What follows belongs to an exercise in optimizing a design on an open flow for a short achievable clock period and few clock cycles; a production flow would make more cautious choices.
Only simulation tests tie the RTL to the original design; equivalence was not proved.
Power and IR drop assume default switching activity.

`config.mk`:
```
export PLATFORM = sky130hd
export DESIGN_NAME = simplevm_core
export DESIGN_NICKNAME = simplevm_core
export VERILOG_FILES = /design/flow/design.v
export SDC_FILE = /design/flow/constraint.sdc
export NUM_CORES = 4
export LEC_CHECK = 0
export ABC_CLOCK_PERIOD_IN_PS = 3500
export CAP_MARGIN = 20
export CORE_MARGIN = 2
export CORE_UTILIZATION = 40
export PLACE_DENSITY = 0.6
export SETUP_SLACK_MARGIN = 4.5
export SLEW_MARGIN = 20
```
`constraint.sdc`:
```
create_clock -name core_clock -period 10.0 [get_ports {clk}]
set_input_delay 2.0000 -clock core_clock [delete_from_list [all_inputs] [get_ports {clk}]]
set_output_delay 2.0000 -clock core_clock [all_outputs]
set_load 0.01 [all_outputs]
```
`design.v`:
```
module simplevm_core (
    input  wire        clk,
    input  wire        rst,           
    input  wire        start,         
    input  wire [15:0] entry,         
    input  wire        line_valid,    
    input  wire [7:0]  line_len,      
    output wire [7:0]  line_idx,      
    input  wire [15:0] line_char,     
    input  wire        dbg_cont,      
    input  wire        dbg_term,      
    output reg         mem_req,
    output reg         mem_we,
    output reg  [7:0]  mem_addr,
    output reg  [15:0] mem_wdata,
    input  wire        mem_ack,
    input  wire [15:0] mem_rdata,
    output reg         out_valid,
    output reg  [15:0] out_data,
    output wire [2:0]  run_state,
    output wire [3:0]  cause,
    input  wire [3:0]  rd_sel,
    output reg  [15:0] rd_data
);
    localparam RS_READY = 3'd0, RS_RUN = 3'd1, RS_SUSP_IN = 3'd2,
               RS_SUSP_DBG = 3'd3, RS_HALT = 3'd4, RS_FAULT = 3'd5;
    localparam F_EOM = 4'd1, F_INVOP = 4'd2, F_BADREG = 4'd3, F_BADADDR = 4'd4,
               F_OVER = 4'd5, F_UNDER = 4'd6, F_BADINT = 4'd7, F_BADARG = 4'd8,
               F_UNBAL = 4'd9, F_BADCHR = 4'd10;
    localparam OP_BRK = 5'd1, OP_DBG = 5'd2, OP_LOAD = 5'd3, OP_MOV = 5'd4,
               OP_PUSH = 5'd5, OP_POP = 5'd6, OP_ADD = 5'd7, OP_ADDI = 5'd8,
               OP_SUB = 5'd9, OP_SUBI = 5'd10, OP_MUL = 5'd11, OP_MULI = 5'd12,
               OP_INC = 5'd13, OP_DEC = 5'd14, OP_CMP = 5'd15, OP_CLF = 5'd16,
               OP_JMP = 5'd17, OP_JZ = 5'd18, OP_JNZ = 5'd19, OP_JE = 5'd20,
               OP_JNE = 5'd21, OP_CALL = 5'd22, OP_RET = 5'd23, OP_INT = 5'd24;
    localparam REG_AC = 4'd8, REG_SP = 4'd9, REG_FP = 4'd10;
    localparam S_IDLE = 3'd0, S_RUN = 3'd1, S_CALL = 3'd2, S_RETR = 3'd3,
               S_INT1S = 3'd4, S_INT1E = 3'd5, S_INT2W = 3'd6;
    localparam EBN = 32;              
    reg [15:0] x [0:10];
    reg [15:0] pc;         
    reg        ef, zf, df;
    reg [15:0] fs;
    reg [15:0] cd;
    reg [2:0]  rs;
    reg [3:0]  cause_r;
    reg [15:0] info;
    reg [2:0]  st;
    reg [15:0] fa;         
    reg [1:0]  wi;         
    reg [15:0] ipc;        
    reg [15:0] ir, w1, w2;
    reg [15:0] tmp;        
    reg [15:0] ra;         
    reg [15:0] nargs;      
    reg [7:0]  k;          
    reg [7:0]  cnt;
    reg [8:0]  scnt;       
    reg [15:0] eb [0:EBN-1];
    reg        ebusy;
    reg [5:0]  epos, elen;
    reg        fcv;
    reg [7:0]  fcb;        
    reg [15:0] fcr [0:7];
    reg [15:0] fcra, fcs;
    reg        icv [0:15];
    reg [3:0]  ictag [0:15];
    reg [4:0]  icop [0:15];
    reg [15:0] icw1 [0:15];
    reg [15:0] icw2 [0:15];
    reg        fromc;      
    reg        pw_v;       
    reg        pend;       
    reg        scv;
    reg [7:0]  scb;        
    reg [5:0]  scl;        
    reg  [7:0] pw_a;       
    assign run_state = (ebusy || out_valid) ? RS_RUN : rs;
    assign cause     = cause_r;
    assign line_idx  = cnt;
    wire [15:0] sp = x[REG_SP];
    wire [15:0] fp = x[REG_FP];
    wire [4:0] op = ir[4:0];
    function [13:0] decode(input [15:0] w);
        reg       v, r1, r2, im, sm;
        reg [1:0] ar;
        reg [4:0] o;
        begin
            o = w[4:0];
            v = (w[15:5] == 11'd0) && (o != 5'd0) && (o <= 5'd24);
            ar = 2'd0; r1 = 1'b0; r2 = 1'b0; im = 1'b0;
            case (o)
                OP_LOAD, OP_ADDI, OP_SUBI, OP_MULI: begin ar = 2'd2; r1 = 1'b1; im = 1'b1; end
                OP_MOV, OP_ADD, OP_SUB, OP_MUL, OP_CMP: begin ar = 2'd2; r1 = 1'b1; r2 = 1'b1; end
                OP_PUSH, OP_POP, OP_INC, OP_DEC: begin ar = 2'd1; r1 = 1'b1; end
                OP_JMP, OP_JZ, OP_JNZ, OP_JE, OP_JNE, OP_CALL, OP_INT: ar = 2'd1;
                default: ar = 2'd0;
            endcase
            sm = (o == OP_LOAD) || (o == OP_MOV) || ((o >= OP_ADD) && (o <= OP_JNE));
            decode = {v, v ? ar : 2'd0, v && r1, v && r2, v && im,
                      v && (o == OP_PUSH), v && (o == OP_POP), v && (o == OP_CALL),
                      v && (o == OP_RET), v && (o == OP_INT),
                      v && ((o == OP_MUL) || (o == OP_MULI)), v && sm,
                      v && ((o == OP_BRK) || (o == OP_DBG))};
        end
    endfunction
    reg  [13:0] dr;
    wire       op_valid  = dr[13];
    wire [1:0] arity     = dr[12:11];
    wire       r1_is_reg = dr[10];
    wire       r2_is_reg = dr[9];
    wire       imm2      = dr[8];
    wire       d_push    = dr[7];
    wire       d_pop     = dr[6];
    wire       d_call    = dr[5];
    wire       d_ret     = dr[4];
    wire       d_int     = dr[3];
    wire       d_mul     = dr[2];
    wire       d_simple  = dr[1];
    function bad_reg(input [15:0] w);
        bad_reg = ($signed(w) < 0) || ($signed(w) > 10);
    endfunction
    wire complete = (st == S_RUN) && (wi != 2'd0) && (wi == arity + 2'd1);
    wire reg_fault = (r1_is_reg && bad_reg(w1)) || (r2_is_reg && bad_reg(w2));
    wire int_bad = ($signed(w1) < 0) || ($signed(w1) > 2);
    wire [15:0] xa = x[w1[3:0]];
    wire [15:0] xb = x[w2[3:0]];
    wire [15:0] opb = imm2 ? w2 : xb;
    reg  [15:0] m0, m1, m2, m3;
    wire [15:0] pp0 = opb[0] ? xa : 16'd0;
    wire [15:0] pp1 = opb[1] ? {xa[14:0], 1'd0} : 16'd0;
    wire [15:0] pp2 = opb[2] ? {xa[13:0], 2'd0} : 16'd0;
    wire [15:0] pp3 = opb[3] ? {xa[12:0], 3'd0} : 16'd0;
    wire [15:0] pp4 = opb[4] ? {xa[11:0], 4'd0} : 16'd0;
    wire [15:0] pp5 = opb[5] ? {xa[10:0], 5'd0} : 16'd0;
    wire [15:0] pp6 = opb[6] ? {xa[9:0], 6'd0} : 16'd0;
    wire [15:0] pp7 = opb[7] ? {xa[8:0], 7'd0} : 16'd0;
    wire [15:0] pp8 = opb[8] ? {xa[7:0], 8'd0} : 16'd0;
    wire [15:0] pp9 = opb[9] ? {xa[6:0], 9'd0} : 16'd0;
    wire [15:0] pp10 = opb[10] ? {xa[5:0], 10'd0} : 16'd0;
    wire [15:0] pp11 = opb[11] ? {xa[4:0], 11'd0} : 16'd0;
    wire [15:0] pp12 = opb[12] ? {xa[3:0], 12'd0} : 16'd0;
    wire [15:0] pp13 = opb[13] ? {xa[2:0], 13'd0} : 16'd0;
    wire [15:0] pp14 = opb[14] ? {xa[1:0], 14'd0} : 16'd0;
    wire [15:0] pp15 = opb[15] ? {xa[0:0], 15'd0} : 16'd0;
    wire [15:0] mas0 = pp0 ^ pp1 ^ pp2;
    wire [15:0] mac0 = {(pp0[14:0] & pp1[14:0]) | (pp0[14:0] & pp2[14:0]) | (pp1[14:0] & pp2[14:0]), 1'b0};
    wire [15:0] mas1 = pp3 ^ pp4 ^ pp5;
    wire [15:0] mac1 = {(pp3[14:0] & pp4[14:0]) | (pp3[14:0] & pp5[14:0]) | (pp4[14:0] & pp5[14:0]), 1'b0};
    wire [15:0] mas2 = pp6 ^ pp7 ^ pp8;
    wire [15:0] mac2 = {(pp6[14:0] & pp7[14:0]) | (pp6[14:0] & pp8[14:0]) | (pp7[14:0] & pp8[14:0]), 1'b0};
    wire [15:0] mas3 = pp9 ^ pp10 ^ pp11;
    wire [15:0] mac3 = {(pp9[14:0] & pp10[14:0]) | (pp9[14:0] & pp11[14:0]) | (pp10[14:0] & pp11[14:0]), 1'b0};
    wire [15:0] mas4 = pp12 ^ pp13 ^ pp14;
    wire [15:0] mac4 = {(pp12[14:0] & pp13[14:0]) | (pp12[14:0] & pp14[14:0]) | (pp13[14:0] & pp14[14:0]), 1'b0};
    wire [15:0] mas5 = mas0 ^ mac0 ^ mas1;
    wire [15:0] mac5 = {(mas0[14:0] & mac0[14:0]) | (mas0[14:0] & mas1[14:0]) | (mac0[14:0] & mas1[14:0]), 1'b0};
    wire [15:0] mas6 = mac1 ^ mas2 ^ mac2;
    wire [15:0] mac6 = {(mac1[14:0] & mas2[14:0]) | (mac1[14:0] & mac2[14:0]) | (mas2[14:0] & mac2[14:0]), 1'b0};
    wire [15:0] mas7 = mas3 ^ mac3 ^ mas4;
    wire [15:0] mac7 = {(mas3[14:0] & mac3[14:0]) | (mas3[14:0] & mas4[14:0]) | (mac3[14:0] & mas4[14:0]), 1'b0};
    wire [15:0] mas8 = mas5 ^ mac5 ^ mas6;
    wire [15:0] mac8 = {(mas5[14:0] & mac5[14:0]) | (mas5[14:0] & mas6[14:0]) | (mac5[14:0] & mas6[14:0]), 1'b0};
    wire [15:0] mas9 = mac6 ^ mas7 ^ mac7;
    wire [15:0] mac9 = {(mac6[14:0] & mas7[14:0]) | (mac6[14:0] & mac7[14:0]) | (mas7[14:0] & mac7[14:0]), 1'b0};
    wire [15:0] mas10 = mas8 ^ mac8 ^ mas9;
    wire [15:0] mac10 = {(mas8[14:0] & mac8[14:0]) | (mas8[14:0] & mas9[14:0]) | (mac8[14:0] & mas9[14:0]), 1'b0};
    wire [15:0] mas11 = mac9 ^ mac4 ^ pp15;
    wire [15:0] mac11 = {(mac9[14:0] & mac4[14:0]) | (mac9[14:0] & pp15[14:0]) | (mac4[14:0] & pp15[14:0]), 1'b0};
    wire [15:0] mul_r0 = mas10, mul_r1 = mac10, mul_r2 = mas11, mul_r3 = mac11;
    wire [15:0] mbs0 = m0 ^ m1 ^ m2;
    wire [15:0] mbc0 = {(m0[14:0] & m1[14:0]) | (m0[14:0] & m2[14:0]) | (m1[14:0] & m2[14:0]), 1'b0};
    wire [15:0] mbs1 = mbs0 ^ mbc0 ^ m3;
    wire [15:0] mbc1 = {(mbs0[14:0] & mbc0[14:0]) | (mbs0[14:0] & m3[14:0]) | (mbc0[14:0] & m3[14:0]), 1'b0};
    wire [15:0] mul_res = mbs1 + mbc1;
    reg         mph;
    wire is_mul = d_mul;
    wire sp_in   = ($signed(sp) >= 0) && ($signed(sp) < 256);
    wire fa_in   = ($signed(fa) >= 0) && ($signed(fa) < 256);
    wire tmp_in  = ($signed(tmp) >= 0) && ($signed(tmp) < 256);
    wire pop_ok  = ($signed(sp) >= 1) && ($signed(sp) <= 256);
    wire call_ok = ($signed(sp) >= 0) && ($signed(sp) <= 246);
    wire ret_ok  = (cd != 16'd0) && ($signed(fp) >= 11) && ($signed(fp) <= 256);
    wire signed [17:0] fp_s    = {{2{fp[15]}}, fp};
    wire signed [17:0] rdata_s = {{2{mem_rdata[15]}}, mem_rdata};
    wire signed [17:0] ret_sp  = fp_s - 18'sd11 - rdata_s;    
    wire sc_hit = scv && (sp[15:8] == 8'd0) && (sp[7:0] == scb);
    wire fc_hit = fcv && (fp == {8'd0, fcb} + 16'd10);
    wire is_int0 = d_int && (w1[1:0] == 2'd0);
    wire is_int1 = d_int && (w1[1:0] == 2'd1);
    wire port_op = complete && (d_push || d_pop || d_call || d_ret || is_int0 || is_int1);
    wire ex_ok   = !reg_fault && !(d_int && int_bad);
    wire ex_stall = (is_int0 || is_int1) && ebusy;
    wire cont = !complete || (d_simple && !reg_fault && !(is_mul && !mph));
    wire boundary = (wi == 2'd0) || complete;
    wire [3:0]  ci   = fa[3:0];
    wire [4:0]  c_op = icop[ci];
    wire [15:0] c_w1 = icw1[ci];
    wire [15:0] c_w2 = icw2[ci];
    wire c_jcc = (c_op >= OP_JZ) && (c_op <= OP_JNE);
    wire flags_busy = complete && ((op == OP_CMP) || (op == OP_CLF));
    wire [7:0] pw_off = pw_a - fa[7:0];
    wire tagm = (fa[15:8] == 8'd0) && icv[ci] && (ictag[ci] == fa[7:4]);
    wire fetch_req = fa_in && (!complete || (d_simple && !reg_fault)) && (pend || !(boundary && tagm));
    wire hit = cont && boundary && tagm && !pend &&
               !(c_jcc && flags_busy) && !(pw_v && pw_off < {6'd0, c_len});
    reg [1:0] c_len;
    reg       c_taken;
    always @* begin
        case (c_op)
            OP_LOAD, OP_ADDI, OP_SUBI, OP_MULI,
            OP_MOV, OP_ADD, OP_SUB, OP_MUL, OP_CMP: c_len = 2'd3;
            OP_PUSH, OP_POP, OP_INC, OP_DEC,
            OP_JMP, OP_JZ, OP_JNZ, OP_JE, OP_JNE, OP_CALL, OP_INT: c_len = 2'd2;
            default: c_len = 2'd1;
        endcase
        case (c_op)
            OP_JMP:  c_taken = 1'b1;
            OP_JZ:   c_taken = zf;
            OP_JNZ:  c_taken = !zf;
            OP_JE:   c_taken = ef;
            OP_JNE:  c_taken = !ef;
            default: c_taken = 1'b0;
        endcase
    end
    reg [15:0] call_word;
    always @* begin
        if (cnt < 8)       call_word = x[cnt[2:0]];
        else if (cnt == 8) call_word = fa;
        else               call_word = fs + 16'd9;
    end
    always @* begin
        mem_req = 1'b0; mem_we = 1'b0; mem_addr = fa[7:0]; mem_wdata = xa;
        case (st)
            S_RUN: begin
                if (port_op) begin
                    mem_we = d_push || d_call;
                    if (d_call) mem_wdata = x[0];
                    if (d_pop)      mem_addr = sp[7:0] - 8'd1;
                    else if (d_ret) mem_addr = fp[7:0] - 8'd11;
                    else            mem_addr = sp[7:0];
                    mem_req = ex_ok && !ex_stall && !(is_int1 && sc_hit) &&
                              (d_pop ? pop_ok : d_call ? call_ok : d_ret ? ret_ok : sp_in);
                end else begin
                    mem_req = fetch_req;
                end
            end
            S_CALL: begin
                mem_req = 1'b1; mem_we = 1'b1; mem_addr = sp[7:0] + cnt; mem_wdata = call_word;
            end
            S_RETR: begin
                mem_req = 1'b1; mem_addr = fp[7:0] - 8'd1 - cnt;
            end
            S_INT1S, S_INT1E: begin
                mem_req = tmp_in; mem_addr = tmp[7:0];
            end
            S_INT2W: begin
                mem_req = 1'b1; mem_we = 1'b1; mem_addr = sp[7:0] + cnt;
                mem_wdata = (cnt < k) ? line_char : 16'd0;
            end
            default: ;
        endcase
    end
    always @* begin
        case (rd_sel)
            4'd11:   rd_data = pc;
            4'd12:   rd_data = {13'd0, df, zf, ef};
            4'd13:   rd_data = fs;
            4'd14:   rd_data = cd;
            4'd15:   rd_data = info;
            default: rd_data = x[rd_sel];
        endcase
    end
    wire wr_ack = mem_req && mem_we && mem_ack;
    wire [7:0] inv_p0 = pw_a, inv_p1 = pw_a - 8'd1, inv_p2 = pw_a - 8'd2;
    wire [3:0] inv_a [0:2];
    wire [3:0] inv_t [0:2];
    assign inv_a[0] = inv_p0[3:0]; assign inv_t[0] = inv_p0[7:4];
    assign inv_a[1] = inv_p1[3:0]; assign inv_t[1] = inv_p1[7:4];
    assign inv_a[2] = inv_p2[3:0]; assign inv_t[2] = inv_p2[7:4];
    wire [7:0] fc_off = mem_addr - fcb;
    reg taken;
    always @* begin
        case (op)
            OP_JMP:  taken = 1'b1;
            OP_JZ:   taken = zf;
            OP_JNZ:  taken = !zf;
            OP_JE:   taken = ef;
            OP_JNE:  taken = !ef;
            default: taken = 1'b0;
        endcase
    end
    integer i;
    always @(posedge clk) begin
        out_valid <= 1'b0;
        if (rst) begin
            for (i = 0; i < 9; i = i + 1) x[i] <= 16'd0;
            x[REG_SP] <= 16'd128;
            x[REG_FP] <= 16'd128;
            pc <= 16'd0;
            ef <= 1'b0; zf <= 1'b0; df <= 1'b0;
            fs <= 16'd0;
            cd <= 16'd0;
            rs <= RS_READY;
            cause_r <= 4'd0;
            info <= 16'd0;
            st <= S_IDLE;
            out_data <= 16'd0;
            cnt <= 8'd0;
            wi <= 2'd0;
            ebusy <= 1'b0;
            fcv <= 1'b0;
            mph <= 1'b0;
            pw_v <= 1'b0;
            pend <= 1'b0;
            scv <= 1'b0;
            for (i = 0; i < 16; i = i + 1) icv[i] <= 1'b0;
        end else begin
            pw_v <= wr_ack;
            pend <= mem_req && !mem_ack;
            if (wr_ack && (mem_addr - scb) <= {2'd0, scl}) scv <= 1'b0;
            pw_a <= mem_addr;
            if (complete && !fromc && op_valid) begin
                icv[ipc[3:0]]   <= 1'b1;
                ictag[ipc[3:0]] <= ipc[7:4];
                icop[ipc[3:0]]  <= op;
                icw1[ipc[3:0]]  <= w1;
                icw2[ipc[3:0]]  <= w2;
            end
            if (pw_v)
                for (i = 0; i < 3; i = i + 1)
                    if (ictag[inv_a[i]] == inv_t[i]) icv[inv_a[i]] <= 1'b0;
            if (wr_ack && fc_off < 8'd10) fcv <= 1'b0;
            if (ebusy) begin
                out_valid <= 1'b1;
                if (epos == elen) begin
                    out_data <= 16'd10;
                    ebusy <= 1'b0;
                end else begin
                    out_data <= eb[epos[4:0]];
                    epos <= epos + 6'd1;
                end
            end
            case (st)
                S_IDLE: begin
                    case (rs)
                        RS_READY: if (start) begin
                            pc <= entry;
                            fa <= entry;
                            wi <= 2'd0;
                            fcv <= 1'b0;
                            scv <= 1'b0;
                            for (i = 0; i < 16; i = i + 1) icv[i] <= 1'b0;
                            rs <= RS_RUN;
                            st <= S_RUN;
                        end
                        RS_SUSP_IN: if (line_valid) begin
                            if ($signed(sp) < 0) begin
                                pc <= ipc;
                                fault(F_BADADDR, sp);
                            end else if ($signed({sp[15], sp}) + $signed({9'd0, line_len}) >= 256) begin
                                pc <= ipc;
                                fault(F_BADADDR, ($signed(sp) > 256) ? sp : 16'd256);
                            end else begin
                                k <= line_len;
                                cnt <= 8'd0;
                                scv <= 1'b0;
                                rs <= RS_RUN;
                                st <= S_INT2W;
                            end
                        end
                        RS_SUSP_DBG: begin
                            if (dbg_term) begin
                                rs <= RS_HALT;
                                cause_r <= 4'd1;
                            end else if (dbg_cont) begin
                                rs <= RS_RUN;
                                wi <= 2'd0;
                                st <= S_RUN;
                            end
                        end
                        default: ;
                    endcase
                end
                S_RUN: begin
                    if (complete && !op_valid) begin
                        pc <= ipc; fault(F_INVOP, ir);
                    end else if (complete && r1_is_reg && bad_reg(w1)) begin
                        pc <= ipc; fault(F_BADREG, w1);
                    end else if (complete && r2_is_reg && bad_reg(w2)) begin
                        pc <= ipc; fault(F_BADREG, w2);
                    end else if (complete && op == OP_INT && int_bad) begin
                        pc <= ipc; fault(F_BADINT, w1);
                    end else if (complete && (op == OP_BRK || op == OP_DBG ||
                                              (op == OP_INT && w1[1:0] == 2'd2))) begin
                        pc <= fa;
                        rs <= (op == OP_BRK) ? RS_HALT : (op == OP_DBG) ? RS_SUSP_DBG : RS_SUSP_IN;
                        cause_r <= 4'd0;
                        wi <= 2'd0;
                        st <= S_IDLE;
                    end else if (complete && is_mul && !mph) begin
                        m0 <= mul_r0;
                        m1 <= mul_r1;
                        m2 <= mul_r2;
                        m3 <= mul_r3;
                        mph <= 1'b1;
                    end else if (port_op) begin
                        if (!ex_stall)
                        case (op)
                            OP_PUSH: begin
                                if ($signed(sp) >= 256)   begin pc <= ipc; fault(F_OVER, sp); end
                                else if ($signed(sp) < 0) begin pc <= ipc; fault(F_UNDER, sp); end
                                else if (mem_ack) begin
                                    x[REG_SP] <= sp + 16'd1;
                                    fs <= fs + 16'd1;
                                    wi <= 2'd0;
                                end
                            end
                            OP_POP: begin
                                if ($signed(sp) < 1)        begin pc <= ipc; fault(F_UNDER, sp); end
                                else if ($signed(sp) > 256) begin pc <= ipc; fault(F_OVER, sp); end
                                else if (mem_ack) begin
                                    x[REG_SP] <= sp - 16'd1;
                                    fs <= fs - 16'd1;
                                    x[w1[3:0]] <= mem_rdata;    
                                    wi <= 2'd0;
                                end
                            end
                            OP_CALL: begin
                                if ($signed(sp) < 0)           begin pc <= ipc; fault(F_UNDER, sp); end
                                else if ($signed(sp) >= 256)   begin pc <= ipc; fault(F_OVER, sp); end
                                else if ($signed(sp) > 246)    begin pc <= ipc; fault(F_OVER, 16'd256); end
                                else if (mem_ack) begin
                                    cnt <= 8'd1;
                                    wi <= 2'd0;
                                    st <= S_CALL;
                                end
                            end
                            OP_RET: begin
                                if (cd == 16'd0)               begin pc <= ipc; fault(F_UNBAL, 16'd0); end
                                else if ($signed(fp) <= 0)     begin pc <= ipc; fault(F_UNDER, fp); end
                                else if ($signed(fp) > 256)    begin pc <= ipc; fault(F_OVER, fp); end
                                else if ($signed(fp) < 11)     begin pc <= ipc; fault(F_UNDER, 16'd0); end
                                else if (mem_ack) begin
                                    if ($signed(mem_rdata) < 0) begin pc <= ipc; fault(F_BADARG, mem_rdata); end
                                    else if (ret_sp < 0)        begin pc <= ipc; fault(F_UNDER, 16'd0); end
                                    else begin
                                        nargs <= mem_rdata;
                                        wi <= 2'd0;
                                        if (fc_hit) begin
                                            for (i = 0; i < 8; i = i + 1) x[i] <= fcr[i];
                                            fs <= fcs - 16'd10 - mem_rdata;
                                            fa <= fcra;
                                            x[REG_FP] <= fp - fcs - 16'd1;
                                            x[REG_SP] <= fp - 16'd11 - mem_rdata;
                                            cd <= cd - 16'd1;
                                        end else begin
                                            cnt <= 8'd0;
                                            st <= S_RETR;
                                        end
                                    end
                                end
                            end
                            default: begin    
                                if (!sp_in) begin pc <= ipc; fault(F_BADADDR, sp); end
                                else if (is_int1 && sc_hit) begin
                                    elen <= scl;
                                    epos <= 6'd0;
                                    ebusy <= 1'b1;
                                    wi <= 2'd0;
                                end else if (mem_ack) begin
                                    if ($signed(mem_rdata) < 0) begin
                                        pc <= ipc; fault(F_BADCHR, mem_rdata);
                                    end else if (is_int0) begin
                                        out_valid <= 1'b1;
                                        out_data <= mem_rdata;
                                        wi <= 2'd0;
                                    end else if (mem_rdata == 16'd0) begin
                                        elen <= 6'd0;
                                        epos <= 6'd0;
                                        ebusy <= 1'b1;
                                        wi <= 2'd0;
                                        scv <= 1'b1;
                                        scb <= sp[7:0];
                                        scl <= 6'd0;
                                    end else begin
                                        scv <= 1'b0;
                                        eb[0] <= mem_rdata;
                                        tmp <= sp + 16'd1;
                                        scnt <= 9'd1;
                                        wi <= 2'd0;
                                        st <= S_INT1S;
                                    end
                                end
                            end
                        endcase
                    end else begin
                        if (complete) begin
                            case (op)
                                OP_LOAD: x[w1[3:0]] <= w2;
                                OP_MOV:  x[w1[3:0]] <= xb;
                                OP_ADD, OP_ADDI: x[REG_AC] <= xa + opb;
                                OP_SUB, OP_SUBI: x[REG_AC] <= xa - opb;
                                OP_MUL, OP_MULI: begin x[REG_AC] <= mul_res; mph <= 1'b0; end
                                OP_INC: x[w1[3:0]] <= xa + 16'd1;
                                OP_DEC: x[w1[3:0]] <= xa - 16'd1;
                                OP_CMP: begin
                                    if (xa == xb)     ef <= 1'b1;
                                    if (xb == 16'd0)  zf <= 1'b1;
                                end
                                OP_CLF: begin
                                    ef <= 1'b0; zf <= 1'b0; df <= 1'b0;
                                end
                                default: ;    
                            endcase
                        end
                        if (hit) begin
                            ir  <= {11'd0, c_op};
                            dr  <= decode({11'd0, c_op});
                            w1  <= c_w1;
                            w2  <= c_w2;
                            ipc <= fa;
                            fa  <= c_taken ? c_w1 : fa + {14'd0, c_len};
                            wi  <= c_len;
                            fromc <= 1'b1;
                        end else if (wi == 2'd0 || complete) begin
                            fromc <= 1'b0;
                            if ($signed(fa) < 0)        begin pc <= fa; fault(F_BADADDR, fa); end
                            else if ($signed(fa) >= 256) begin pc <= fa; fault(F_EOM, fa); end
                            else if (fetch_req && mem_ack) begin
                                ir  <= mem_rdata;
                                dr  <= decode(mem_rdata);
                                ipc <= fa;
                                fa  <= fa + 16'd1;
                                wi  <= 2'd1;
                            end else begin
                                wi  <= 2'd0;
                            end
                        end else begin
                            if ($signed(fa) >= 256) begin pc <= ipc; fault(F_EOM, fa); end
                            else if (fetch_req && mem_ack) begin
                                if (wi == 2'd1) begin
                                    w1 <= mem_rdata;
                                    fa <= taken ? mem_rdata : fa + 16'd1;
                                end else begin
                                    w2 <= mem_rdata;
                                    fa <= fa + 16'd1;
                                end
                                wi <= wi + 2'd1;
                            end
                        end
                    end
                end
                S_CALL: if (mem_ack) begin
                    if (cnt == 8'd9) begin
                        x[REG_SP] <= sp + 16'd10;
                        x[REG_FP] <= sp + 16'd10;
                        fs <= 16'd0;
                        cd <= cd + 16'd1;
                        fa <= w1;
                        cnt <= 8'd0;
                        st <= S_RUN;
                        fcv <= 1'b1;
                        fcb <= sp[7:0];
                        for (i = 0; i < 8; i = i + 1) fcr[i] <= x[i];
                        fcra <= fa;
                        fcs <= fs + 16'd9;
                    end else begin
                        cnt <= cnt + 8'd1;
                    end
                end
                S_RETR: if (mem_ack) begin
                    if (cnt == 8'd0)      tmp <= mem_rdata;
                    else if (cnt == 8'd1) ra <= mem_rdata;
                    else                  x[4'd9 - cnt[3:0]] <= mem_rdata;
                    if (cnt == 8'd9) begin
                        fs <= tmp - 16'd10 - nargs;
                        fa <= ra;
                        x[REG_FP] <= fp - tmp - 16'd1;
                        x[REG_SP] <= fp - 16'd11 - nargs;
                        cd <= cd - 16'd1;
                        cnt <= 8'd0;
                        st <= S_RUN;
                    end else begin
                        cnt <= cnt + 8'd1;
                    end
                end
                S_INT1S: begin
                    if (!tmp_in) begin pc <= ipc; fault(F_BADADDR, tmp); end
                    else if (mem_ack) begin
                        if (mem_rdata == 16'd0) begin
                            if (scnt <= EBN) begin
                                elen <= scnt[5:0];
                                epos <= 6'd0;
                                ebusy <= 1'b1;
                                scv <= 1'b1;
                                scb <= sp[7:0];
                                scl <= scnt[5:0];
                                st <= S_RUN;
                            end else begin
                                tmp <= sp;
                                st <= S_INT1E;
                            end
                        end else if ($signed(mem_rdata) < 0) begin
                            pc <= ipc; fault(F_BADCHR, mem_rdata);
                        end else begin
                            if (scnt < EBN) eb[scnt[4:0]] <= mem_rdata;
                            scnt <= scnt + 9'd1;
                            tmp <= tmp + 16'd1;
                        end
                    end
                end
                S_INT1E: if (mem_ack) begin
                    out_valid <= 1'b1;
                    if (mem_rdata == 16'd0) begin
                        out_data <= 16'd10;
                        st <= S_RUN;
                    end else begin
                        out_data <= mem_rdata;
                        tmp <= tmp + 16'd1;
                    end
                end
                S_INT2W: if (mem_ack) begin
                    if (cnt < EBN) eb[cnt[4:0]] <= line_char;
                    if (cnt == k) begin
                        if (k <= EBN) begin
                            scv <= 1'b1;
                            scb <= sp[7:0];
                            scl <= k[5:0];
                        end
                        x[REG_SP] <= sp + {8'd0, k} + 16'd1;
                        cnt <= 8'd0;
                        st <= S_RUN;
                    end else begin
                        cnt <= cnt + 8'd1;
                    end
                end
                default: st <= S_IDLE;
            endcase
        end
    end
    task fault(input [3:0] kind, input [15:0] val);
        begin
            rs <= RS_FAULT;
            cause_r <= kind;
            info <= val;
            wi <= 2'd0;
            st <= S_IDLE;
        end
    endtask
endmodule
```
`run.sh`:
```
#!/bin/bash
# synth_recipe.tcl (not shown) runs the flow's synth.tcl, then flattens the netlist and writes it again
# the make line also repeats each setting of config.mk as NAME=value (left out here)
make -C /OpenROAD-flow-scripts/flow DESIGN_CONFIG=/design/flow/config.mk WORK_HOME=/design/flow/orfs CLKGATE_MAP_FILE= SYNTH_SCRIPT=/design/flow/synth_recipe.tcl finish
```
==> results of run 1 <==
[logic make-up after synthesis]
logic type / synth area share
flip-flops: 0.527
multiplexers: 0.148
other: 0.0000343
buffers and inverters: 0.0353
AND/OR/NAND/NOR: 0.0874
adder cells (fa/ha/maj): 0.0576
XOR/XNOR: 0.0308
AO/OA/AOI/OAI: 0.114
[flip-flops by register name (all words and copies together) (netlist names), 64 cells and up, named ones only]
name	count
x	256
eb	512
icw2	256
fcr	128
icw1	256
icop	80
ictag	64
[worst register-to-register path, delay by kind of cell (launching register included)]
kind	cells	cell delay [ns]
AO/OA/AOI/OAI	5	1.55
adder cells (fa/ha/maj)	2	0.37
buffers and inverters	6	0.78
flip-flops	1	0.39
multiplexers	2	0.77
AND/OR/NAND/NOR	6	1.49
[through the flow]
step | power (W) | cells | hold WS [ns]
floorplan | 0.0143 | 8537 | 0.425
global placement | 0.0172 | 12065 | 0.500
detailed placement | 0.0173 | 12071 | 0.506
CTS | 0.0258 | 12707 | 0.518
global route | 0.0269 | 12828 | 0.524
finish | 0.0262 | 12852 | 0.515
[power by group]
group,internal (W),total (W),switching [W]
Clock,0.00466,0.00815,0.00349
Combinational,0.00329,0.00824,0.00495
Sequential,0.00919,0.00980,0.000614
Total,0.0171,0.0262,0.00905
[final timing paths]
| path | start | endpoint |
|---|---|---|
| setup / recovery | x[10][7]$_DFFE_PP_ | mem_req |
| hold / removal | fs[1]$_SDFFE_PP0P_ | fs[1]$_SDFFE_PP0P_ |
| setup reg to reg | flip-flop | info[15]$_SDFFE_PP0P_ |
| hold reg to reg | fs[1]$_SDFFE_PP0P_ | fs[1]$_SDFFE_PP0P_ |
[cell type report]
| type | count | share of cell area |
|---|---|---|
| antenna | 27 | 0.000523 |
| clock inverter | 134 | 0.0113 |
| multi-input combinational | 5607 | 0.387 |
| clock buffer | 267 | 0.0437 |
| tap | 3570 | 0.0346 |
| sequential | 1968 | 0.446 |
| inverter | 432 | 0.0132 |
| timing repair buffer | 847 | 0.0632 |
[cell usage in the layout (no fill, tap or decap), drive strengths merged, types with 53 or more instances in the layout]
cell and count:
edfxtp 1819, xnor2 282, nor3 171, nand2b 54
a22o 92, buf 734, a211oi 71, nor2 612
fa 101, nand3 158, a21oi 448, mux2i 177
xor2 102, nand4 53, ha 342, o21ai 451
clkdlybuf4s50 85, a31oi 68, clkinv 90, nor2b 54
mux4 612, o211ai 71, or3 56, a221oi 78
nand2 649, and3 57, a21o 60, o22ai 81
inv 427, clkbuf 277, nor4 53, a22oi 91
dfxtp 149
[routing by layer]
| metal | up-vias | wire (um) | global-route usage |
|---|---|---|---|
| met5 | - | 220 | 0 |
| met4 | 32 | 36900 | 0.211 |
| met3 | 1302 | 62700 | 0.105 |
| met2 | 6193 | 206000 | 0.493 |
| met1 | 43715 | 192000 | 0.470 |
| li1 | 34278 | - | - |
[what timing repair did]
item,4_1_cts,5_1_grt
endpoints found under the setup margin,915,884
resized for setup,610,181
gates cloned,19,9
buffers inserted,216,107
pin swaps,68,76
==> metrics.cfg, run 1 <==
[logic_synthesis]
synthFlopType = edfxtp_1
syn_avg_cell_area_um2 = 12.8
synth.area.top_cells = edfxtp_1 50%, mux4_2 12%, ha_1 3.9%
yosysTopAreaCell = edfxtp_1
synth.most_common_cell = edfxtp_1
async_flop_share = 0
yosysTopAreaCellShare = 0.500
synthCells = 8537
synth-edff-count = 1819
synthTopCellsByCount = 1819 x edfxtp_1, 645 x nand2_1, 606 x nor2_1
syn_nets = 9047
synthDistinctLibCells = 121
netlist_area_mm2 = 0.109
synth_seq_cells = 1968
yosys_warnings = 2
ys_seq_area_frac = 0.527

[clock_tree]
clkLatencyLatePin_ns = 0.93
cts.sinks = 1968
cts_tree = built
cts.htree.levels = 4
cts-buffers-inserted = 217
clk_pin_slew_ns = 0.06
cts_hold_buffers = 0
ctsLongestPathBuffers = 4
root_buffer = clkbuf_16

[critical_path]
slowest_stage = edfxtp_1
cp_cell_sequence = buf_4 > nor3_2 > nand3_2 > o21ai_4 > nor4_4 > nor3_2 > o31a_1 > o31ai_2 > buf_4 > buf_6
critPathCaptureType = primary output
cp.arrival_ns = 4.12
cp_top_family = simple AND/OR/NAND/NOR gates
startpoint_type = flip-flop
crit_fanout = 9
cpPeakStageDelay_ns = 0.63
worstSetupPathDepth = 10
required_ns = 8.00
r2r_slack_ns = 4.52
criticalPathCategory = flip-flop to primary output
path_buf_inv = 3
rr_worst_depth = 21

[place]
placed_area_mm2 = 0.116
pre_cts_slack_ns = 2.56
gp_congestion = 1.07
place_hpwl_mm = 343
port_buffers = 140

[final_layout]
multi_input_area_mm2 = 0.0501
layout-drive-gt1-share = 0.237
design_area_mm2 = 0.129
fill_cells = 23712
postLayoutCoreUtil = 0.477
areaGrowthSynthToFinish_pct = 18.3
nNetsFinal = 9583
regArea_mm2 = 0.0577

[sta]
fmax_mhz = 163
setup_violations = 0
fin_setup_tns_ns = 0
finalWorstSetupSlack_ns = 3.88
fin_crit_sh = 0.612
rsz0062_at_grt = yes
slew_violations = 0
fin_crit_ns = 6.12
worst_slew_pin_slew_ns = 1.26
fin_worst_skew_ns = 0.0630
hold_violations = 0
slew_headroom = 0.160

[floorplan]
core_area_mm2 = 0.271
io_pins = 141
die-area_mm2 = 0.277
die_w_um = 527
die_h_um = 527
row_count = 191
start_util = 0.403

[global_route]
grt_pass1_wl_mm = 671
grt_pass1_vias = 80267
grtUsageTotal = 0.349
overflow = 0
antenna_found_initial = 53
grt_max_degree = 144

[job]
maxCapViolCount = 0

[route]
drc = 0
wl_mm = 498
drtIter0Drc = 13335
postRouteAntennaNets = 0
vias = 85520
wire_per_inst_um = 38.7
first_pass_iters = 8
vias_per_cell = 6.65

[status]
run_status = no timing/DRC/antenna violations

[min_path]
hold-path-cell-count = 2
hold_class = flip-flop to flip-flop

[power_and_ir_drop]
peakVddDrop_mv = 0.170
leakage_nw = 45.1
p_per_area_mw_per_mm2 = 203

Testbench counts, summed over its fixed seeds: cycles 52,499.
==> run 2, diff against run 1 <==
--- a/design.v
+++ b/design.v
@@ -71,6 +71,9 @@
     reg        fromc;      
     reg        pw_v;       
     reg        pend;       
+    reg        lwv;
+    reg [7:0]  lwa;
+    reg [15:0] lwd;
     reg        scv;
     reg [7:0]  scb;        
     reg [5:0]  scl;        
@@ -173,7 +176,8 @@
     wire [15:0] mbs1 = mbs0 ^ mbc0 ^ m3;
     wire [15:0] mbc1 = {(mbs0[14:0] & mbc0[14:0]) | (mbs0[14:0] & m3[14:0]) | (mbc0[14:0] & m3[14:0]), 1'b0};
     wire [15:0] mul_res = mbs1 + mbc1;
-    reg         mph;
+    reg         mwb;       
+    wire hz = mwb && complete && ((r1_is_reg && w1 == 16'd8) || (r2_is_reg && w2 == 16'd8));
     wire is_mul = d_mul;
     wire sp_in   = ($signed(sp) >= 0) && ($signed(sp) < 256);
     wire fa_in   = ($signed(fa) >= 0) && ($signed(fa) < 256);
@@ -188,10 +192,15 @@
     wire fc_hit = fcv && (fp == {8'd0, fcb} + 16'd10);
     wire is_int0 = d_int && (w1[1:0] == 2'd0);
     wire is_int1 = d_int && (w1[1:0] == 2'd1);
-    wire port_op = complete && (d_push || d_pop || d_call || d_ret || is_int0 || is_int1);
+    wire [7:0] spm1 = sp[7:0] - 8'd1;
+    wire pop_fwd = lwv && pop_ok && (spm1 == lwa);
+    wire i0_fwd  = lwv && sp_in && (sp[7:0] == lwa) && !lwd[15] && !ebusy;
+    wire fwd_op  = (d_pop && pop_fwd) || (is_int0 && i0_fwd);
+    wire port_op = complete && (d_push || (d_pop && !pop_fwd) || d_call || d_ret ||
+                                (is_int0 && !i0_fwd) || is_int1);
     wire ex_ok   = !reg_fault && !(d_int && int_bad);
     wire ex_stall = (is_int0 || is_int1) && ebusy;
-    wire cont = !complete || (d_simple && !reg_fault && !(is_mul && !mph));
+    wire cont = !complete || ((d_simple || fwd_op) && ex_ok && !hz);
     wire boundary = (wi == 2'd0) || complete;
     wire [3:0]  ci   = fa[3:0];
     wire [4:0]  c_op = icop[ci];
@@ -201,9 +210,11 @@
     wire flags_busy = complete && ((op == OP_CMP) || (op == OP_CLF));
     wire [7:0] pw_off = pw_a - fa[7:0];
     wire tagm = (fa[15:8] == 8'd0) && icv[ci] && (ictag[ci] == fa[7:4]);
-    wire fetch_req = fa_in && (!complete || (d_simple && !reg_fault)) && (pend || !(boundary && tagm));
+    wire fetch_req = fa_in && (!complete || ((d_simple || fwd_op) && ex_ok)) && (pend || !(boundary && tagm && !(pw_v && pw_off < {6'd0, c_len})));
     wire hit = cont && boundary && tagm && !pend &&
-               !(c_jcc && flags_busy) && !(pw_v && pw_off < {6'd0, c_len});
+               !(pw_v && pw_off < {6'd0, c_len});
+    wire zf_n = (complete && op == OP_CLF) ? 1'b0 : (zf || (complete && op == OP_CMP && xb == 16'd0));
+    wire ef_n = (complete && op == OP_CLF) ? 1'b0 : (ef || (complete && op == OP_CMP && xa == xb));
     reg [1:0] c_len;
     reg       c_taken;
     always @* begin
@@ -216,10 +227,10 @@
         endcase
         case (c_op)
             OP_JMP:  c_taken = 1'b1;
-            OP_JZ:   c_taken = zf;
-            OP_JNZ:  c_taken = !zf;
-            OP_JE:   c_taken = ef;
-            OP_JNE:  c_taken = !ef;
+            OP_JZ:   c_taken = zf_n;
+            OP_JNZ:  c_taken = !zf_n;
+            OP_JE:   c_taken = ef_n;
+            OP_JNE:  c_taken = !ef_n;
             default: c_taken = 1'b0;
         endcase
     end
@@ -239,7 +250,7 @@
                     if (d_pop)      mem_addr = sp[7:0] - 8'd1;
                     else if (d_ret) mem_addr = fp[7:0] - 8'd11;
                     else            mem_addr = sp[7:0];
-                    mem_req = ex_ok && !ex_stall && !(is_int1 && sc_hit) &&
+                    mem_req = ex_ok && !ex_stall && !hz && !(is_int1 && sc_hit) &&
                               (d_pop ? pop_ok : d_call ? call_ok : d_ret ? ret_ok : sp_in);
                 end else begin
                     mem_req = fetch_req;
@@ -310,13 +321,19 @@
             wi <= 2'd0;
             ebusy <= 1'b0;
             fcv <= 1'b0;
-            mph <= 1'b0;
+            mwb <= 1'b0;
             pw_v <= 1'b0;
             pend <= 1'b0;
             scv <= 1'b0;
+            lwv <= 1'b0;
             for (i = 0; i < 16; i = i + 1) icv[i] <= 1'b0;
         end else begin
             pw_v <= wr_ack;
+            if (wr_ack) begin
+                lwv <= 1'b1;
+                lwa <= mem_addr;
+                lwd <= mem_wdata;
+            end
             pend <= mem_req && !mem_ack;
             if (wr_ack && (mem_addr - scb) <= {2'd0, scl}) scv <= 1'b0;
             pw_a <= mem_addr;
@@ -331,6 +348,10 @@
                 for (i = 0; i < 3; i = i + 1)
                     if (ictag[inv_a[i]] == inv_t[i]) icv[inv_a[i]] <= 1'b0;
             if (wr_ack && fc_off < 8'd10) fcv <= 1'b0;
+            if (mwb) begin
+                x[REG_AC] <= mul_res;
+                mwb <= 1'b0;
+            end
             if (ebusy) begin
                 out_valid <= 1'b1;
                 if (epos == elen) begin
@@ -350,6 +371,7 @@
                             wi <= 2'd0;
                             fcv <= 1'b0;
                             scv <= 1'b0;
+                            lwv <= 1'b0;
                             for (i = 0; i < 16; i = i + 1) icv[i] <= 1'b0;
                             rs <= RS_RUN;
                             st <= S_RUN;
@@ -383,7 +405,8 @@
                     endcase
                 end
                 S_RUN: begin
-                    if (complete && !op_valid) begin
+                    if (hz) begin
+                    end else if (complete && !op_valid) begin
                         pc <= ipc; fault(F_INVOP, ir);
                     end else if (complete && r1_is_reg && bad_reg(w1)) begin
                         pc <= ipc; fault(F_BADREG, w1);
@@ -398,12 +421,6 @@
                         cause_r <= 4'd0;
                         wi <= 2'd0;
                         st <= S_IDLE;
-                    end else if (complete && is_mul && !mph) begin
-                        m0 <= mul_r0;
-                        m1 <= mul_r1;
-                        m2 <= mul_r2;
-                        m3 <= mul_r3;
-                        mph <= 1'b1;
                     end else if (port_op) begin
                         if (!ex_stall)
                         case (op)
@@ -501,7 +518,13 @@
                                 OP_MOV:  x[w1[3:0]] <= xb;
                                 OP_ADD, OP_ADDI: x[REG_AC] <= xa + opb;
                                 OP_SUB, OP_SUBI: x[REG_AC] <= xa - opb;
-                                OP_MUL, OP_MULI: begin x[REG_AC] <= mul_res; mph <= 1'b0; end
+                                OP_MUL, OP_MULI: begin
+                                    m0 <= mul_r0;
+                                    m1 <= mul_r1;
+                                    m2 <= mul_r2;
+                                    m3 <= mul_r3;
+                                    mwb <= 1'b1;
+                                end
                                 OP_INC: x[w1[3:0]] <= xa + 16'd1;
                                 OP_DEC: x[w1[3:0]] <= xa - 16'd1;
                                 OP_CMP: begin
@@ -511,6 +534,15 @@
                                 OP_CLF: begin
                                     ef <= 1'b0; zf <= 1'b0; df <= 1'b0;
                                 end
+                                OP_POP: begin
+                                    x[REG_SP] <= sp - 16'd1;
+                                    fs <= fs - 16'd1;
+                                    x[w1[3:0]] <= lwd;    
+                                end
+                                OP_INT: begin             
+                                    out_valid <= 1'b1;
+                                    out_data <= lwd;
+                                end
                                 default: ;    
                             endcase
                         end
@@ -525,7 +557,8 @@
                             fromc <= 1'b1;
                         end else if (wi == 2'd0 || complete) begin
                             fromc <= 1'b0;
-                            if ($signed(fa) < 0)        begin pc <= fa; fault(F_BADADDR, fa); end
+                            if (!fa_in && complete && d_mul) wi <= 2'd0;    
+                            else if ($signed(fa) < 0)        begin pc <= fa; fault(F_BADADDR, fa); end
                             else if ($signed(fa) >= 256) begin pc <= fa; fault(F_EOM, fa); end
                             else if (fetch_req && mem_ack) begin
                                 ir  <= mem_rdata;
==> run 2 against run 1 <==
Net effect:
- still clean
- utilization shrank 0.13 points
- area after synthesis grew 1.6%
- first-iteration DRC count grew 2.5%
==> metrics.cfg, run 2 <==
[critical_path]
critPathCaptureType = primary output  ; unchanged
rr_worst_depth = 30  ; was 21
cp.arrival_ns = 4.91  ; was 4.12 ns
crit_fanout = 9  ; unchanged
required_ns = 8.00  ; about the same
cp_cell_sequence = buf_4 > or4_1 > nor4_4 > a21oi_1 > nor2_1 > a31oi_1 > o22ai_1 > o21ai_0 > o22a_1 > o21ai_4 > buf_6  ; was buf_4 > nor3_2 > nand3_2 > o21ai_4 > nor4_4 > nor3_2 > o31a_1 > o31ai_2 > buf_4 > buf_6
cp_top_family = simple AND/OR/NAND/NOR gates  ; unchanged
worstSetupPathDepth = 11  ; was 10
criticalPathCategory = flip-flop to primary output  ; unchanged
path_buf_inv = 2  ; was 3
cpPeakStageDelay_ns = 0.60  ; was 0.63 ns
startpoint_type = flip-flop  ; unchanged
slowest_stage = edfxtp_1  ; unchanged

[logic_synthesis]
synthTopCellsByCount = 1843 x edfxtp_1, 723 x nand2_1, 616 x nor2_1  ; was 1819 x edfxtp_1, 645 x nand2_1, 606 x nor2_1
syn_avg_cell_area_um2 = 12.5  ; was 12.8 um^2
ys_seq_area_frac = 0.525  ; was 0.527
yosys_warnings = 2  ; unchanged
synth.most_common_cell = edfxtp_1  ; unchanged
syn_nets = 9375  ; was 9047
synth.area.top_cells = edfxtp_1 50%, mux4_2 12%, ha_1 3.9%  ; unchanged
synth-edff-count = 1843  ; was 1819
synth_seq_cells = 1993  ; was 1968
yosysTopAreaCellShare = 0.498  ; was 0.500
yosysTopAreaCell = edfxtp_1  ; unchanged
netlist_area_mm2 = 0.111  ; was 0.109 mm^2
synthFlopType = edfxtp_1  ; unchanged
async_flop_share = 0  ; unchanged
synthDistinctLibCells = 111  ; was 121
synthCells = 8862  ; was 8537

[place]
place_hpwl_mm = 378  ; was 343 mm
gp_congestion = 1.10  ; was 1.07
placed_area_mm2 = 0.119  ; was 0.116 mm^2
pre_cts_slack_ns = 2.09  ; was 2.56 ns
dp.cells = 12515  ; was 12.1k
port_buffers = 140  ; unchanged

[power_and_ir_drop]
clock_power_share = 0.262  ; was 0.311
combPwrFrac = 0.401  ; was 0.315
p_per_area_mw_per_mm2 = 241  ; was 203 mW/mm^2
seqPwrFrac = 0.337  ; was 0.374
switching_share = 0.387  ; was 0.346
internal-power_w = 0.0194  ; was 0.0171 W
peakVddDrop_mv = 0.238  ; was 0.170 mV
leakage_nw = 45.2  ; was 45.1 nW
power_switching_w = 0.0122  ; was 0.00905 W

[route]
vias_per_cell = 6.73  ; was 6.65
vias = 88949  ; was 85.5k
postRouteAntennaNets = 0  ; unchanged
drtIter0Drc = 13665  ; was 13.3k
drc = 0  ; unchanged
first_pass_iters = 10  ; was 8
wire_per_inst_um = 40.7  ; was 38.7 um
wl_mm = 539  ; was 498 mm

[global_route]
grtUsageTotal = 0.374  ; was 0.349
overflow = 0  ; unchanged
antenna_found_initial = 46  ; was 53
grt_pass1_wl_mm = 719  ; was 671 mm
grt_max_degree = 102  ; was 144
grt_pass1_vias = 83311  ; was 80.3k

[clock_tree]
cts.sinks = 1993  ; was 1968
ctsLongestPathBuffers = 4  ; unchanged
clkLatencyLatePin_ns = 0.96  ; was 0.93 ns
cts-buffers-inserted = 219  ; was 217
clk_pin_slew_ns = 0.06  ; about the same
root_buffer = clkbuf_16  ; unchanged
cts.htree.levels = 4  ; unchanged
cts_tree = built  ; unchanged

[final_layout]
mostFrequentLayoutCells = 1843 x edfxtp_1, 697 x nand2_1, 612 x mux4_2  ; was 1819 x edfxtp_1, 624 x nand2_1, 601 x mux4_2
postLayoutCoreUtil = 0.475  ; was 0.477
layout-drive-gt1-share = 0.228  ; was 0.237
areaGrowthSynthToFinish_pct = 18.2  ; was 18.3%
nNetsFinal = 9821  ; was 9583
top_register = eb  ; unchanged
fin_cells = 13224  ; was 12.9k
final_common_cell = edfxtp_1  ; unchanged
design_area_mm2 = 0.131  ; was 0.129 mm^2
largest_register_ffs = 512  ; unchanged

[sta]
rsz0062_at_grt = yes  ; unchanged
fin_crit_sh = 0.691  ; was 0.612
slew_headroom = 0.158  ; was 0.160
fmax_mhz = 145  ; was 163 MHz
finalWorstSetupSlack_ns = 3.09  ; was 3.88 ns
hold_violations = 0  ; unchanged
setup_violations = 0  ; unchanged
fin_setup_tns_ns = 0  ; unchanged
worst_slew_pin_slew_ns = 1.26  ; about the same
fin_crit_ns = 6.91  ; was 6.12 ns
slew_violations = 0  ; unchanged
fin_worst_skew_ns = 0.0826  ; was 0.0630 ns

[min_path]
hold-path-cell-count = 2  ; unchanged
hold_class = flip-flop to flip-flop  ; unchanged

[floorplan]
start_util = 0.402  ; was 0.403
die_w_um = 531  ; was 527 um
row_count = 193  ; was 191
core_area_mm2 = 0.276  ; was 0.271 mm^2
die_h_um = 531  ; was 527 um
die-area_mm2 = 0.282  ; was 0.277 mm^2
io_pins = 141  ; unchanged

[job]
maxCapViolCount = 0  ; unchanged

[status]
run_status = no timing/DRC/antenna violations  ; unchanged

run 2: changes by cell type after synthesis, sizes merged, moves of 29 or more:
cell and change:
o21ai +67, nand2 +75, o22ai +44, a22o -71, a21oi +51, a211oi +31, clkbuf +63, o221ai +29
run 2: path summary, 6_finish.rpt:
path / from / endpoint / slack (ns)
worst min register to register: lwv$_SDFF_PP0_ / lwv$_SDFF_PP0_ / 0.50
worst max-delay path: x[10][15]$_DFFE_PP_ / mem_req / 3.09
worst min-delay path: lwv$_SDFF_PP0_ / lwv$_SDFF_PP0_ / 0.50
worst max register to register: x[9][1]$_DFFE_PP_ / scv$_SDFF_PP0_ / 3.95
run 2: layout make-up:
cell class                 instances  area (um^2)
antenna                           30         75.1
sequential                      1993        58400
inverter                         455         1760
timing repair buffer             806         7850
fill                           24579       145000
tap                             3705         4640
clock inverter                   118         1290
clock buffer                     284         5930
multi-input combinational       5833        51300
run 2: cell families after synthesis:
group           count (synthesis)  synth area share
simple gates                 2136            0.0884
compound gates               2033             0.119
flops                        1993             0.525
buf+inv                      1043            0.0363
mux                           833             0.144
fa+ha+maj                     446            0.0571
xor+xnor                      377            0.0297
other cells                     1         0.0000338
run 2: layer usage:
layer | vias to the layer above | GRT usage | wire, um
met5 | - | 0.00444 | 364
met4 | 28 | 0.244 | 42900
met3 | 1425 | 0.126 | 69300
met2 | 6730 | 0.521 | 221000
met1 | 45593 | 0.494 | 205000
li1 | 35173 | - | -
run 2: worst min-delay path, stage by stage, from the launching register on:
cell and delay (ns):
dfxtp_1 0.32, inv_1 0.06, a21boi_0 0.07
run 2: through the flow:
stage          hold slack [ns]  total power (W)
2_1_floorplan            0.443           0.0175
3_3_place_gp             0.484           0.0221
3_5_place_dp             0.477           0.0222
4_1_cts                  0.496           0.0310
5_1_grt                  0.527           0.0324
6_report                 0.500           0.0316
run 2: power by group through the flow:
stage / clock network [W] / logic [W] / registers [W]
4_1_cts: 0.00835 / 0.0121 / 0.0105
3_5_place_dp: 0 / 0.0114 / 0.0108
6_report: 0.00828 / 0.0127 / 0.0106
3_3_place_gp: 0 / 0.0113 / 0.0108
2_1_floorplan: 0 / 0.00763 / 0.00988
5_1_grt: 0.00865 / 0.0132 / 0.0106
run 2: repair_timing:
action | CTS | global route
hold buffers | 0 | 0
endpoints found under the hold margin | 0 | 0
resized for setup | 558 | 206
setup endpoints to repair | 1046 | 717
setup buffers | 184 | 72
gates cloned | 17 | 2
pin swaps | 84 | 89
Testbench counts of run 2, summed over its fixed seeds: cycles 49,138.

afterwards: timing with drivers on the ports:
Ports are ideal in the flow. The routed layouts listed here were re-timed in OpenROAD. Step 1 (the two cells are an assumption about what drives the block):
set clk [get_ports {clk}]
set_driving_cell -lib_cell sky130_fd_sc_hd__clkbuf_16 $clk
set_driving_cell -lib_cell sky130_fd_sc_hd__buf_2 [delete_from_list [all_inputs] $clk]
Step 2 adds t to the input delays and takes it off the output delays; t is the mean of the earliest and latest rising clock arrival at the registers after step 1. Input paths then give back, and output paths get back, about the clock's delay inside the block. Three values: no drivers, after step 1, after step 2; two values: the first two.
| run | shift t [ns] | setup WS [ns] | latest minus earliest clock arrival (ns) | cell pins on the clock port's net |
|---|---|---|---|---|
| run 1 | 1.016 | 3.883 / 3.768 / 3.503 | 0.074 / 0.074 | 1 |
| run 2 | 1.028 | 3.086 / 2.969 / 3.571 | 0.087 / 0.087 | 1 |
After both steps setup and hold are still met in every run listed. For run 1, which loses most, drivers alone change the setup slack by -0.115 ns; drivers and shift together by -0.380 ns.
